What follows belongs to an exercise in optimizing a design on an open flow for a short achievable clock period and few clock cycles per item; a production flow would make more cautious choices.
In this exercise RTL edits were held to simulation tests only and were not proved equivalent to the original.

==> inputs of cedar <==
==> flow/design.v <==
module rando_pe #(
    parameter [63:0] T_RESEED_TICKS = 64'd100000   
) (
    input  wire         clk,
    input  wire         rst,           
    input  wire         cmd_valid,
    input  wire [7:0]   cmd,
    output wire         cmd_ready,
    output wire [7:0]   status,
    output wire         ent_req,
    input  wire         ent_valid,
    input  wire [63:0]  ent_data,
    input  wire         ent_fail,
    input  wire [63:0]  now,
    output reg          out_valid,
    output wire [127:0] out_data,
    output wire         sink_req,
    input  wire         sink_ack,
    input  wire         sink_fail
);
    localparam [7:0] OP_INIT  = 8'h01;
    localparam [7:0] OP_STEP  = 8'h02;
    localparam [7:0] OP_EMIT  = 8'h03;
    localparam [7:0] OP_FLUSH = 8'h04;
    localparam [7:0] OP_TCHK  = 8'h05;
    localparam [7:0] OP_RSEED = 8'h06;
    localparam [1:0] R_UNINIT  = 2'd0;
    localparam [1:0] R_RUNNING = 2'd1;
    localparam [1:0] R_STOPPED = 2'd2;
    localparam [1:0] R_ABORTED = 2'd3;
    localparam [1:0] RES_OK      = 2'd0;
    localparam [1:0] RES_ILLEGAL = 2'd1;
    localparam [1:0] RES_STATE   = 2'd2;
    localparam [1:0] RES_ABORT   = 2'd3;
    reg        rdy;          
    reg [1:0]  run;
    reg [1:0]  res;
    reg [2:0]  rc;           
    reg        emit_pend;    
    reg        step_pend;    
    reg        ent_on;       
    reg        in_gen;       
    reg        is_init;      
    reg        is_tchk;      
    reg [6:0]  widx;         
    reg        flush_on;     
    reg        tchk_on;      
    reg [1:0]  fin;          
    reg [63:0] now_q;
    reg [63:0] u0, u1, u2, u3;   
    reg [63:0] id, cnt, wh0, wh1;
    reg [63:0] idwh0;            
    reg [31:0] pn;           
    reg [63:0] t_last;
    reg [8191:0] pool;       
    reg [63:0]   seed_q;
    assign cmd_ready = rdy;
    assign status    = {4'b0000, res, run};
    assign ent_req   = ent_on;
    assign sink_req  = flush_on;
    assign out_data  = {u3 ^ wh1, u1 ^ idwh0};
    wire        first   = (rc == 3'd0);
    wire        last    = (rc == 3'd1);
    wire [255:0] rnd_out;
    rpe_round u_round (.i({u0, u1, u2, u3}), .o(rnd_out));
    wire [31:0] pn_next;
    rpe_mul9 u_pn_next (.a(pn), .y(pn_next));
    wire [6:0]  seed_idx = pn[31:25];
    wire [63:0] cnt_next;
    rpe_add64 u_cnt (.a(cnt), .b({32'd0, pn}), .y(cnt_next));
    wire [63:0] seed_w;
    rpe_pool_mux u_pool_mux (.pool(pool), .sel(seed_idx), .y(seed_w));
    wire expired;
    rpe_expired #(.T(T_RESEED_TICKS)) u_expired (.now(now_q), .t_last(t_last), .y(expired));
    wire accept   = cmd_valid && rdy;
    wire legal_op = (cmd >= OP_INIT) && (cmd <= OP_RSEED);
    wire allowed  = (cmd == OP_INIT) ? (run == R_UNINIT) : (run == R_RUNNING);
    wire exec     = accept && legal_op && allowed;
    wire pool_we  = ent_on && !in_gen && !ent_fail && ent_valid;
    wire seed_wr  = pool_we && (widx == seed_idx);
    wire [63:0] seed_eff = seed_wr ? ent_data : seed_q;
    wire [63:0] x0 = last ? seed_eff : 64'd0;
    wire [63:0] x1 = last ? id       : 64'd0;
    wire [63:0] x2 = last ? cnt      : 64'd0;
    wire step_go  = first && (step_pend || (exec && cmd == OP_STEP));
    integer k;
    always @(posedge clk) begin
        for (k = 0; k < 128; k = k + 1)
            if (pool_we && widx == k)
                pool[64*k +: 64] <= ent_data;
        if (seed_wr)
            seed_q <= ent_data;
        else
            seed_q <= seed_w;
    end
    always @(posedge clk) begin
        if (rst) begin
            rdy       <= 1'b1;
            run       <= R_UNINIT;
            res       <= RES_OK;
            rc        <= 3'd0;
            emit_pend <= 1'b0;
            step_pend <= 1'b0;
            ent_on    <= 1'b0;
            in_gen    <= 1'b0;
            is_init   <= 1'b0;
            is_tchk   <= 1'b0;
            widx      <= 7'd0;
            flush_on  <= 1'b0;
            tchk_on   <= 1'b0;
            fin       <= 2'd0;
            out_valid <= 1'b0;
        end else begin
            out_valid <= 1'b0;
            if (step_go) begin
                {u0, u1, u2, u3} <= rnd_out;
                cnt <= cnt_next;
                pn  <= pn_next;
                rc  <= 3'd4;
            end else if (!first) begin
                {u0, u1, u2, u3} <= rnd_out ^ {x0, x1, x2, 64'd0};
                rc <= rc - 3'd1;
            end else if (seed_wr) begin
                u0 <= u0 ^ seed_q ^ ent_data;
            end
            if (step_pend && first) begin
                step_pend <= 1'b0;
                rdy       <= 1'b1;
            end
            if (emit_pend && rc == 3'd1) begin
                emit_pend <= 1'b0;
                out_valid <= 1'b1;
                rdy       <= 1'b1;
            end
            if (accept) begin
                now_q <= now;
                if (!legal_op) begin
                    res <= RES_ILLEGAL;
                end else if (!allowed) begin
                    res <= RES_STATE;
                end else begin
                    case (cmd)
                    OP_INIT: begin
                        ent_on  <= 1'b1;
                        in_gen  <= 1'b0;
                        is_init <= 1'b1;
                        is_tchk <= 1'b0;
                        widx    <= 7'd0;
                        rdy     <= 1'b0;
                    end
                    OP_STEP: begin
                        res <= RES_OK;
                        if (!first) begin
                            step_pend <= 1'b1;
                            rdy       <= 1'b0;
                        end
                    end
                    OP_EMIT: begin
                        res <= RES_OK;
                        if (rc <= 3'd1) begin
                            out_valid <= 1'b1;
                        end else begin
                            emit_pend <= 1'b1;
                            rdy       <= 1'b0;
                        end
                    end
                    OP_FLUSH: begin
                        flush_on <= 1'b1;
                        rdy      <= 1'b0;
                    end
                    OP_TCHK: begin
                        tchk_on <= 1'b1;
                        rdy     <= 1'b0;
                    end
                    default: begin  
                        ent_on  <= 1'b1;
                        in_gen  <= 1'b0;
                        is_init <= 1'b0;
                        is_tchk <= 1'b0;
                        widx    <= 7'd0;
                        rdy     <= 1'b0;
                    end
                    endcase
                end
            end
            if (tchk_on) begin
                tchk_on <= 1'b0;
                if (expired) begin
                    ent_on  <= 1'b1;
                    in_gen  <= 1'b0;
                    is_init <= 1'b0;
                    is_tchk <= 1'b1;
                    widx    <= 7'd0;
                end else begin
                    res <= RES_OK;
                    rdy <= 1'b1;
                end
            end
            if (ent_on) begin
                if (ent_fail) begin
                    ent_on <= 1'b0;
                    in_gen <= 1'b0;
                    run    <= R_ABORTED;
                    res    <= RES_ABORT;
                    rdy    <= 1'b1;
                end else if (ent_valid) begin
                    widx <= widx + 7'd1;
                    if (!in_gen) begin
                        if (widx == 7'd127) begin
                            widx <= 7'd0;
                            if (is_init) begin
                                in_gen <= 1'b1;
                            end else begin
                                ent_on <= 1'b0;
                                if (is_tchk)
                                    t_last <= now_q;
                                res <= RES_OK;
                                rdy <= 1'b1;
                            end
                        end
                    end else begin
                        case (widx[3:0])
                        4'd0: u0  <= ent_data;
                        4'd1: u1  <= ent_data;
                        4'd2: u2  <= ent_data;
                        4'd3: u3  <= ent_data;
                        4'd5: begin
                            id <= ent_data;
                            u1 <= u1 ^ ent_data;
                        end
                        4'd6: begin
                            cnt <= ent_data;
                            u2  <= u2 ^ ent_data;
                        end
                        4'd7: begin
                            wh0   <= ent_data;
                            idwh0 <= id ^ ent_data;
                        end
                        4'd8: wh1 <= ent_data;
                        4'd9: begin
                            pn     <= ent_data[31:0];
                            t_last <= now_q;
                            ent_on <= 1'b0;
                            in_gen <= 1'b0;
                            fin    <= 2'd1;
                        end
                        default: ;
                        endcase
                    end
                end
            end
            if (fin == 2'd1) begin
                pn  <= pn_next;
                fin <= 2'd2;
            end
            if (fin == 2'd2) begin
                u0  <= u0 ^ seed_w;
                fin <= 2'd0;
                run <= R_RUNNING;
                res <= RES_OK;
                rdy <= 1'b1;
            end
            if (flush_on && (sink_fail || sink_ack)) begin
                flush_on <= 1'b0;
                if (sink_fail)
                    run <= R_STOPPED;
                res <= RES_OK;
                rdy <= 1'b1;
            end
        end
    end
endmodule
module rpe_round (
    input  wire [255:0] i,
    output wire [255:0] o
);
    wire [255:0] s;
    rpe_hr_a u1 (.i(i), .o(s));
    rpe_hr_b u2 (.i(s), .o(o));
endmodule
module rpe_hr_a (
    input  wire [255:0] i,
    output wire [255:0] o
);
    wire [63:0] a0 = i[255:192], a1 = i[191:128], a2 = i[127:64], a3 = i[63:0];
    wire [63:0] s0, s2;
    rpe_add64 u0 (.a(a0), .b(a1), .y(s0));
    rpe_add64 u2 (.a(a2), .b(a3), .y(s2));
    assign o = {{s0[31:0], s0[63:32]}, {a1[50:0], a1[63:51]} ^ s0,
                s2, {a3[47:0], a3[63:48]} ^ s2};
endmodule
module rpe_hr_b (
    input  wire [255:0] i,
    output wire [255:0] o
);
    wire [63:0] a0 = i[255:192], a1 = i[191:128], a2 = i[127:64], a3 = i[63:0];
    wire [63:0] s0, s2;
    rpe_add64 u0 (.a(a0), .b(a3), .y(s0));
    rpe_add64 u2 (.a(a2), .b(a1), .y(s2));
    assign o = {s0, {a1[46:0], a1[63:47]} ^ s2,
                {s2[31:0], s2[63:32]}, {a3[42:0], a3[63:43]} ^ s0};
endmodule
module rpe_add64 (
    input  wire [63:0] a,
    input  wire [63:0] b,
    output wire [63:0] y
);
    assign y = a + b;
endmodule
module rpe_mul9 (
    input  wire [31:0] a,
    output wire [31:0] y
);
    assign y = a + {a[28:0], 3'b000} + 32'd1;
endmodule
module rpe_expired #(
    parameter [63:0] T = 64'd100000
) (
    input  wire [63:0] now,
    input  wire [63:0] t_last,
    output wire        y
);
    wire [63:0] elapsed = now - t_last;
    assign y = (elapsed > T);
endmodule
module rpe_pool_mux (
    input  wire [8191:0] pool,
    input  wire [6:0]    sel,
    output wire [63:0]   y
);
    wire [64*64-1:0] m1;
    wire [32*64-1:0] m2;
    wire [16*64-1:0] m3;
    wire [8*64-1:0]  m4;
    wire [4*64-1:0]  m5;
    wire [2*64-1:0]  m6;
    genvar j;
    generate
        for (j = 0; j < 64; j = j + 1) begin : g1
            assign m1[64*j +: 64] = sel[0] ? pool[64*(2*j+1) +: 64] : pool[64*(2*j) +: 64];
        end
        for (j = 0; j < 32; j = j + 1) begin : g2
            assign m2[64*j +: 64] = sel[1] ? m1[64*(2*j+1) +: 64] : m1[64*(2*j) +: 64];
        end
        for (j = 0; j < 16; j = j + 1) begin : g3
            assign m3[64*j +: 64] = sel[2] ? m2[64*(2*j+1) +: 64] : m2[64*(2*j) +: 64];
        end
        for (j = 0; j < 8; j = j + 1) begin : g4
            assign m4[64*j +: 64] = sel[3] ? m3[64*(2*j+1) +: 64] : m3[64*(2*j) +: 64];
        end
        for (j = 0; j < 4; j = j + 1) begin : g5
            assign m5[64*j +: 64] = sel[4] ? m4[64*(2*j+1) +: 64] : m4[64*(2*j) +: 64];
        end
        for (j = 0; j < 2; j = j + 1) begin : g6
            assign m6[64*j +: 64] = sel[5] ? m5[64*(2*j+1) +: 64] : m5[64*(2*j) +: 64];
        end
    endgenerate
    assign y = sel[6] ? m6[127:64] : m6[63:0];
endmodule
==> flow/run.sh <==
#!/bin/bash
# synth_recipe.tcl (not shown) runs the flow's synth.tcl, then flattens the netlist and writes it again
# the make line also repeats each setting of config.mk as NAME=value (left out here)
make -C /OpenROAD-flow-scripts/flow DESIGN_CONFIG=/design/flow/config.mk WORK_HOME=/design/flow/orfs CLKGATE_MAP_FILE= SYNTH_SCRIPT=/design/flow/synth_recipe.tcl finish
==> flow/config.mk <==
export PLATFORM = sky130hd
export DESIGN_NAME = rando_pe
export DESIGN_NICKNAME = rando_pe
export VERILOG_FILES = /design/flow/design.v
export SDC_FILE = /design/flow/constraint.sdc
export NUM_CORES = 4
export LEC_CHECK = 0
export CAP_MARGIN = 20
export CORE_MARGIN = 2
export CORE_UTILIZATION = 35
export PLACE_DENSITY = 0.45
export SETUP_SLACK_MARGIN = 5
export SLEW_MARGIN = 20
export SYNTH_HIERARCHICAL = 1
export SYNTH_MEMORY_MAX_BITS = 16384
==> flow/constraint.sdc <==
create_clock -name core_clock -period 12.0 [get_ports {clk}]
set_input_delay 2.4000 -clock core_clock [delete_from_list [all_inputs] [get_ports {clk}]]
set_output_delay 2.4000 -clock core_clock [all_outputs]
set_load 0.01 [all_outputs]
==> tundra (differences from cedar) <==
==> flow/design.v, changed modules only <==
module rando_pe #(
    parameter [63:0] T_RESEED_TICKS = 64'd100000   
) (
    input  wire         clk,
    input  wire         rst,           
    input  wire         cmd_valid,
    input  wire [7:0]   cmd,
    output wire         cmd_ready,
    output wire [7:0]   status,
    output wire         ent_req,
    input  wire         ent_valid,
    input  wire [63:0]  ent_data,
    input  wire         ent_fail,
    input  wire [63:0]  now,
    output reg          out_valid,
    output wire [127:0] out_data,
    output wire         sink_req,
    input  wire         sink_ack,
    input  wire         sink_fail
);
    localparam [7:0] OP_INIT  = 8'h01;
    localparam [7:0] OP_STEP  = 8'h02;
    localparam [7:0] OP_EMIT  = 8'h03;
    localparam [7:0] OP_FLUSH = 8'h04;
    localparam [7:0] OP_TCHK  = 8'h05;
    localparam [7:0] OP_RSEED = 8'h06;
    localparam [1:0] R_UNINIT  = 2'd0;
    localparam [1:0] R_RUNNING = 2'd1;
    localparam [1:0] R_STOPPED = 2'd2;
    localparam [1:0] R_ABORTED = 2'd3;
    localparam [1:0] RES_OK      = 2'd0;
    localparam [1:0] RES_ILLEGAL = 2'd1;
    localparam [1:0] RES_STATE   = 2'd2;
    localparam [1:0] RES_ABORT   = 2'd3;
    reg        rdy;          
    reg [1:0]  run;
    reg [1:0]  res;
    reg [2:0]  rc;           
    reg        emit_pend;    
    reg        step_pend;    
    reg        ent_on;       
    reg        in_gen;       
    reg        is_init;      
    reg        is_tchk;      
    reg [6:0]  widx;         
    reg        flush_on;     
    reg        tchk_on;      
    reg [1:0]  fin;          
    reg        ref_fin;      
    reg [63:0] now_q;
    reg [63:0] u0, u1, u2, u3;   
    reg [63:0] id, cnt, wh0, wh1;
    reg [63:0] idwh0;            
    reg [31:0] pn;           
    reg [63:0] t_last;
    reg [8191:0] pool;       
    reg [63:0]   seed_q;
    assign cmd_ready = rdy;
    assign status    = {4'b0000, res, run};
    assign ent_req   = ent_on;
    assign sink_req  = flush_on;
    assign out_data  = {u3 ^ wh1, u1 ^ idwh0};
    wire        first   = (rc == 3'd0);
    wire        last    = (rc == 3'd1);
    wire [31:0] pn_next;
    rpe_mul9 u_pn_next (.a(pn), .y(pn_next));
    wire [6:0]  seed_idx = pn[31:25];
    wire [63:0] cnt_next;
    rpe_add64 u_cnt (.a(cnt), .b({32'd0, pn}), .y(cnt_next));
    wire [63:0] seed_w;
    rpe_pool_mux u_pool_mux (.pool(pool), .sel(seed_idx), .y(seed_w));
    wire expired;
    rpe_expired #(.T(T_RESEED_TICKS)) u_expired (.now(now_q), .t_last(t_last), .y(expired));
    wire accept   = cmd_valid && rdy;
    wire legal_op = (cmd >= OP_INIT) && (cmd <= OP_RSEED);
    wire allowed  = (cmd == OP_INIT) ? (run == R_UNINIT) : (run == R_RUNNING);
    wire exec     = accept && legal_op && allowed;
    wire pool_we  = ent_on && !in_gen && !ent_fail && ent_valid;
    reg        we_q;
    reg [6:0]  wi_q;
    reg [63:0] wd_q;
    wire seed_wr  = we_q && (wi_q == seed_idx);
    wire [63:0] seed_eff = seed_wr ? wd_q : seed_q;
    wire [63:0] x0 = last ? seed_eff : 64'd0;
    wire [63:0] x1 = last ? id       : 64'd0;
    wire [63:0] x2 = last ? cnt      : 64'd0;
    wire step_go  = first && (step_pend || (exec && cmd == OP_STEP));
    wire [255:0] rnd_out;
    rpe_round u_round (.i({u0, u1, u2, u3}), .x1(x1), .o(rnd_out));
    wire gen_we = ent_on && in_gen && !ent_fail && ent_valid;
    reg [63:0] u0_alt, u1_alt, u2_alt, u3_alt;
    always @(*) begin
        u0_alt = u0;
        u1_alt = u1;
        u2_alt = u2;
        u3_alt = u3;
        if (seed_wr)
            u0_alt = u0 ^ seed_q ^ wd_q;
        if (fin == 2'd2)
            u0_alt = u0 ^ seed_w;
        if (gen_we) begin
            case (widx[3:0])
            4'd0: u0_alt = ent_data;
            4'd1: u1_alt = ent_data;
            4'd2: u2_alt = ent_data;
            4'd3: u3_alt = ent_data;
            4'd5: u1_alt = u1 ^ ent_data;
            4'd6: u2_alt = u2 ^ ent_data;
            default: ;
            endcase
        end
    end
    wire rnd_we = step_go || !first;
    wire [63:0] u0_n, u1_n, u2_n, u3_n;
    rpe_xsel u_sel0 (.s(rnd_we), .a(rnd_out[255:192]), .x(x0), .b(u0_alt), .y(u0_n));
    rpe_sel  u_sel1 (.s(rnd_we), .a(rnd_out[191:128]),         .b(u1_alt), .y(u1_n));
    rpe_xsel u_sel2 (.s(rnd_we), .a(rnd_out[127:64]),  .x(x2), .b(u2_alt), .y(u2_n));
    rpe_sel  u_sel3 (.s(rnd_we), .a(rnd_out[63:0]),            .b(u3_alt), .y(u3_n));
    always @(posedge clk)
        {u0, u1, u2, u3} <= {u0_n, u1_n, u2_n, u3_n};
    integer k;
    always @(posedge clk) begin
        wi_q <= widx;
        wd_q <= ent_data;
        for (k = 0; k < 128; k = k + 1)
            if (we_q && wi_q == k)
                pool[64*k +: 64] <= wd_q;
        if (seed_wr)
            seed_q <= wd_q;
        else
            seed_q <= seed_w;
    end
    always @(posedge clk) begin
        if (rst) begin
            rdy       <= 1'b1;
            run       <= R_UNINIT;
            res       <= RES_OK;
            rc        <= 3'd0;
            emit_pend <= 1'b0;
            step_pend <= 1'b0;
            ent_on    <= 1'b0;
            in_gen    <= 1'b0;
            is_init   <= 1'b0;
            is_tchk   <= 1'b0;
            widx      <= 7'd0;
            flush_on  <= 1'b0;
            tchk_on   <= 1'b0;
            fin       <= 2'd0;
            ref_fin   <= 1'b0;
            we_q      <= 1'b0;
            out_valid <= 1'b0;
        end else begin
            out_valid <= 1'b0;
            we_q      <= pool_we;
            if (step_go) begin
                cnt <= cnt_next;
                pn  <= pn_next;
                rc  <= 3'd4;
            end else if (!first) begin
                rc <= rc - 3'd1;
            end
            if (step_pend && first) begin
                step_pend <= 1'b0;
                rdy       <= 1'b1;
            end
            if (emit_pend && rc == 3'd1) begin
                emit_pend <= 1'b0;
                out_valid <= 1'b1;
                rdy       <= 1'b1;
            end
            if (accept) begin
                now_q <= now;
                if (!legal_op) begin
                    res <= RES_ILLEGAL;
                end else if (!allowed) begin
                    res <= RES_STATE;
                end else begin
                    case (cmd)
                    OP_INIT: begin
                        ent_on  <= 1'b1;
                        in_gen  <= 1'b0;
                        is_init <= 1'b1;
                        is_tchk <= 1'b0;
                        widx    <= 7'd0;
                        rdy     <= 1'b0;
                    end
                    OP_STEP: begin
                        res <= RES_OK;
                        if (!first) begin
                            step_pend <= 1'b1;
                            rdy       <= 1'b0;
                        end
                    end
                    OP_EMIT: begin
                        res <= RES_OK;
                        if (rc <= 3'd1) begin
                            out_valid <= 1'b1;
                        end else begin
                            emit_pend <= 1'b1;
                            rdy       <= 1'b0;
                        end
                    end
                    OP_FLUSH: begin
                        flush_on <= 1'b1;
                        rdy      <= 1'b0;
                    end
                    OP_TCHK: begin
                        tchk_on <= 1'b1;
                        rdy     <= 1'b0;
                    end
                    default: begin  
                        ent_on  <= 1'b1;
                        in_gen  <= 1'b0;
                        is_init <= 1'b0;
                        is_tchk <= 1'b0;
                        widx    <= 7'd0;
                        rdy     <= 1'b0;
                    end
                    endcase
                end
            end
            if (tchk_on) begin
                tchk_on <= 1'b0;
                if (expired) begin
                    ent_on  <= 1'b1;
                    in_gen  <= 1'b0;
                    is_init <= 1'b0;
                    is_tchk <= 1'b1;
                    widx    <= 7'd0;
                end else begin
                    res <= RES_OK;
                    rdy <= 1'b1;
                end
            end
            if (ent_on) begin
                if (ent_fail) begin
                    ent_on <= 1'b0;
                    in_gen <= 1'b0;
                    run    <= R_ABORTED;
                    res    <= RES_ABORT;
                    rdy    <= 1'b1;
                end else if (ent_valid) begin
                    widx <= widx + 7'd1;
                    if (!in_gen) begin
                        if (widx == 7'd127) begin
                            widx <= 7'd0;
                            if (is_init) begin
                                in_gen <= 1'b1;
                            end else begin
                                ent_on  <= 1'b0;
                                ref_fin <= 1'b1;
                            end
                        end
                    end else begin
                        case (widx[3:0])
                        4'd5: id  <= ent_data;
                        4'd6: cnt <= ent_data;
                        4'd7: begin
                            wh0   <= ent_data;
                            idwh0 <= id ^ ent_data;
                        end
                        4'd8: wh1 <= ent_data;
                        4'd9: begin
                            pn     <= ent_data[31:0];
                            t_last <= now_q;
                            ent_on <= 1'b0;
                            in_gen <= 1'b0;
                            fin    <= 2'd1;
                        end
                        default: ;
                        endcase
                    end
                end
            end
            if (ref_fin) begin
                ref_fin <= 1'b0;
                if (is_tchk)
                    t_last <= now_q;
                res <= RES_OK;
                rdy <= 1'b1;
            end
            if (fin == 2'd1) begin
                pn  <= pn_next;
                fin <= 2'd2;
            end
            if (fin == 2'd2) begin
                fin <= 2'd0;
                run <= R_RUNNING;
                res <= RES_OK;
                rdy <= 1'b1;
            end
            if (flush_on && (sink_fail || sink_ack)) begin
                flush_on <= 1'b0;
                if (sink_fail)
                    run <= R_STOPPED;
                res <= RES_OK;
                rdy <= 1'b1;
            end
        end
    end
endmodule
module rpe_round (
    input  wire [255:0] i,
    input  wire [63:0]  x1,
    output wire [255:0] o
);
    wire [255:0] s;
    wire [63:0]  t1;
    rpe_hr_a u1 (.i(i), .x1(x1), .o(s), .t1(t1));
    rpe_hr_b u2 (.i(s), .t1(t1), .o(o));
endmodule
module rpe_xsel (
    input  wire        s,
    input  wire [63:0] a,
    input  wire [63:0] x,
    input  wire [63:0] b,
    output wire [63:0] y
);
    assign y = s ? (a ^ x) : b;
endmodule
module rpe_sel (
    input  wire        s,
    input  wire [63:0] a,
    input  wire [63:0] b,
    output wire [63:0] y
);
    assign y = s ? a : b;
endmodule
module rpe_hr_a (
    input  wire [255:0] i,
    input  wire [63:0]  x1,
    output wire [255:0] o,
    output wire [63:0]  t1
);
    wire [63:0] a0 = i[255:192], a1 = i[191:128], a2 = i[127:64], a3 = i[63:0];
    wire [63:0] s0, s2;
    rpe_add64 u0 (.a(a0), .b(a1), .y(s0));
    rpe_add64 u2 (.a(a2), .b(a3), .y(s2));
    wire [63:0] b1 = {a1[50:0], a1[63:51]} ^ s0;
    assign o  = {{s0[31:0], s0[63:32]}, b1, s2, {a3[47:0], a3[63:48]} ^ s2};
    assign t1 = {b1[46:0], b1[63:47]} ^ x1;
endmodule
module rpe_hr_b (
    input  wire [255:0] i,
    input  wire [63:0]  t1,
    output wire [255:0] o
);
    wire [63:0] a0 = i[255:192], a1 = i[191:128], a2 = i[127:64], a3 = i[63:0];
    wire [63:0] s0, s2;
    rpe_add64 u0 (.a(a0), .b(a3), .y(s0));
    rpe_add64 u2 (.a(a2), .b(a1), .y(s2));
    assign o = {s0, t1 ^ s2, {s2[31:0], s2[63:32]}, {a3[42:0], a3[63:43]} ^ s0};
endmodule
module rpe_add64 (
    input  wire [63:0] a,
    input  wire [63:0] b,
    output wire [63:0] y
);
    wire [63:0] p0, g0, g1n, p1n, g2, p2, g3n, p3n, g4, p4, g5n, p5n, g6, p6;
    rpe_pg                u0 (.a(a), .b(b), .p(p0), .g(g0));
    rpe_ks_n #(.K(1))     u1 (.g(g0),   .p(p0),   .gn(g1n), .pn(p1n));
    rpe_ks_p #(.K(2))     u2 (.gn(g1n), .pn(p1n), .g(g2),   .p(p2));
    rpe_ks_n #(.K(4))     u3 (.g(g2),   .p(p2),   .gn(g3n), .pn(p3n));
    rpe_ks_p #(.K(8))     u4 (.gn(g3n), .pn(p3n), .g(g4),   .p(p4));
    rpe_ks_n #(.K(16))    u5 (.g(g4),   .p(p4),   .gn(g5n), .pn(p5n));
    rpe_ks_p #(.K(32))    u6 (.gn(g5n), .pn(p5n), .g(g6),   .p(p6));
    rpe_sum               u7 (.p(p0), .c(g6), .y(y));
endmodule
module rpe_pg (
    input  wire [63:0] a,
    input  wire [63:0] b,
    output wire [63:0] p,
    output wire [63:0] g
);
    assign p = a ^ b;
    assign g = a & b;
endmodule
module rpe_ks_n #(
    parameter K = 1
) (
    input  wire [63:0] g,
    input  wire [63:0] p,
    output wire [63:0] gn,
    output wire [63:0] pn
);
    genvar i;
    generate
        for (i = 0; i < 64; i = i + 1) begin : g_bit
            if (i >= K) begin : g_op
                assign gn[i] = ~(g[i] | (p[i] & g[i-K]));
                assign pn[i] = ~(p[i] & p[i-K]);
            end else begin : g_pass
                assign gn[i] = ~g[i];
                assign pn[i] = ~p[i];
            end
        end
    endgenerate
endmodule
module rpe_ks_p #(
    parameter K = 2
) (
    input  wire [63:0] gn,
    input  wire [63:0] pn,
    output wire [63:0] g,
    output wire [63:0] p
);
    genvar i;
    generate
        for (i = 0; i < 64; i = i + 1) begin : g_bit
            if (i >= K) begin : g_op
                assign g[i] = ~(gn[i] & (pn[i] | gn[i-K]));
                assign p[i] = ~(pn[i] | pn[i-K]);
            end else begin : g_pass
                assign g[i] = ~gn[i];
                assign p[i] = ~pn[i];
            end
        end
    endgenerate
endmodule
module rpe_sum (
    input  wire [63:0] p,
    input  wire [63:0] c,
    output wire [63:0] y
);
    assign y = p ^ {c[62:0], 1'b0};
endmodule
==> flow/flow/run.sh (new file) <==
#!/bin/bash
set -euo pipefail
bash standard.sh SETUP_SLACK_MARGIN=7.5 TNS_END_PERCENT=5 finish > flow_make.log 2>&1
==> flow/standard.sh (new file) <==
#!/bin/bash
# synth_recipe.tcl (not shown) runs the flow's synth.tcl, then flattens the netlist and writes it again
# the make line also repeats each setting of config.mk as NAME=value (left out here)
make -C /OpenROAD-flow-scripts/flow DESIGN_CONFIG=/design/flow/config.mk WORK_HOME=/design/flow/orfs CLKGATE_MAP_FILE= SYNTH_SCRIPT=/design/flow/synth_recipe.tcl "${@:-finish}"
--- a/flow/config.mk
+++ b/flow/config.mk
@@ -9,4 +9,4 @@
 export CORE_MARGIN = 2
-export CORE_UTILIZATION = 35
-export PLACE_DENSITY = 0.45
+export CORE_UTILIZATION = 40
+export PLACE_DENSITY = 0.6
 export SETUP_SLACK_MARGIN = 5
removed: flow/run.sh
==> summary of the runs <==
Area after synthesis is about the same in tundra and cedar. tundra finished with antenna violations left. cedar went through all stages and came out clean. Between tundra and cedar, the lower fmax is in cedar (gap 43%, measured against cedar). Of tundra and cedar, tundra has the higher core utilization (gap 8.4 points). Against tundra, the clock skew of cedar is lower by 28 ps.
Testbench counts of cedar, summed over its fixed seeds: cycles 22,896, items 4,096.
Testbench counts of tundra, summed over its fixed seeds: cycles 22,905, items 4,096.

==> what the ideal ports hide <==
The flow's constraints put no driver on any port. The routed layouts listed below were extracted and timed again, unchanged, in two steps.
Step 1: set_driving_cell puts a clkbuf_16 on clk and a buf_2 on each other input, an assumption about the parent block.
Step 2 moves the port delays by t, midway between the first and last clock arrival at a register: inputs arrive t later, outputs are due t later. That takes back most of the time a late clock gives input paths.
Three values: no drivers, after step 1, after step 2; two values: the first two.
run | t (ns) | setup slack, ns | worst setup path after step 2 | worst register clock-pin slew, ns | pins driven straight from the clock port
cedar | 1.330 | 4.982 / 4.982 / 4.404 | input to register | 0.07 / 0.07 | 1
tundra | 1.296 | 7.109 / 6.997 / 6.112 | input to register | 0.08 / 0.08 | 1
For tundra, which loses most, drivers alone change the setup slack by -0.112 ns; drivers and shift together by -0.997 ns.
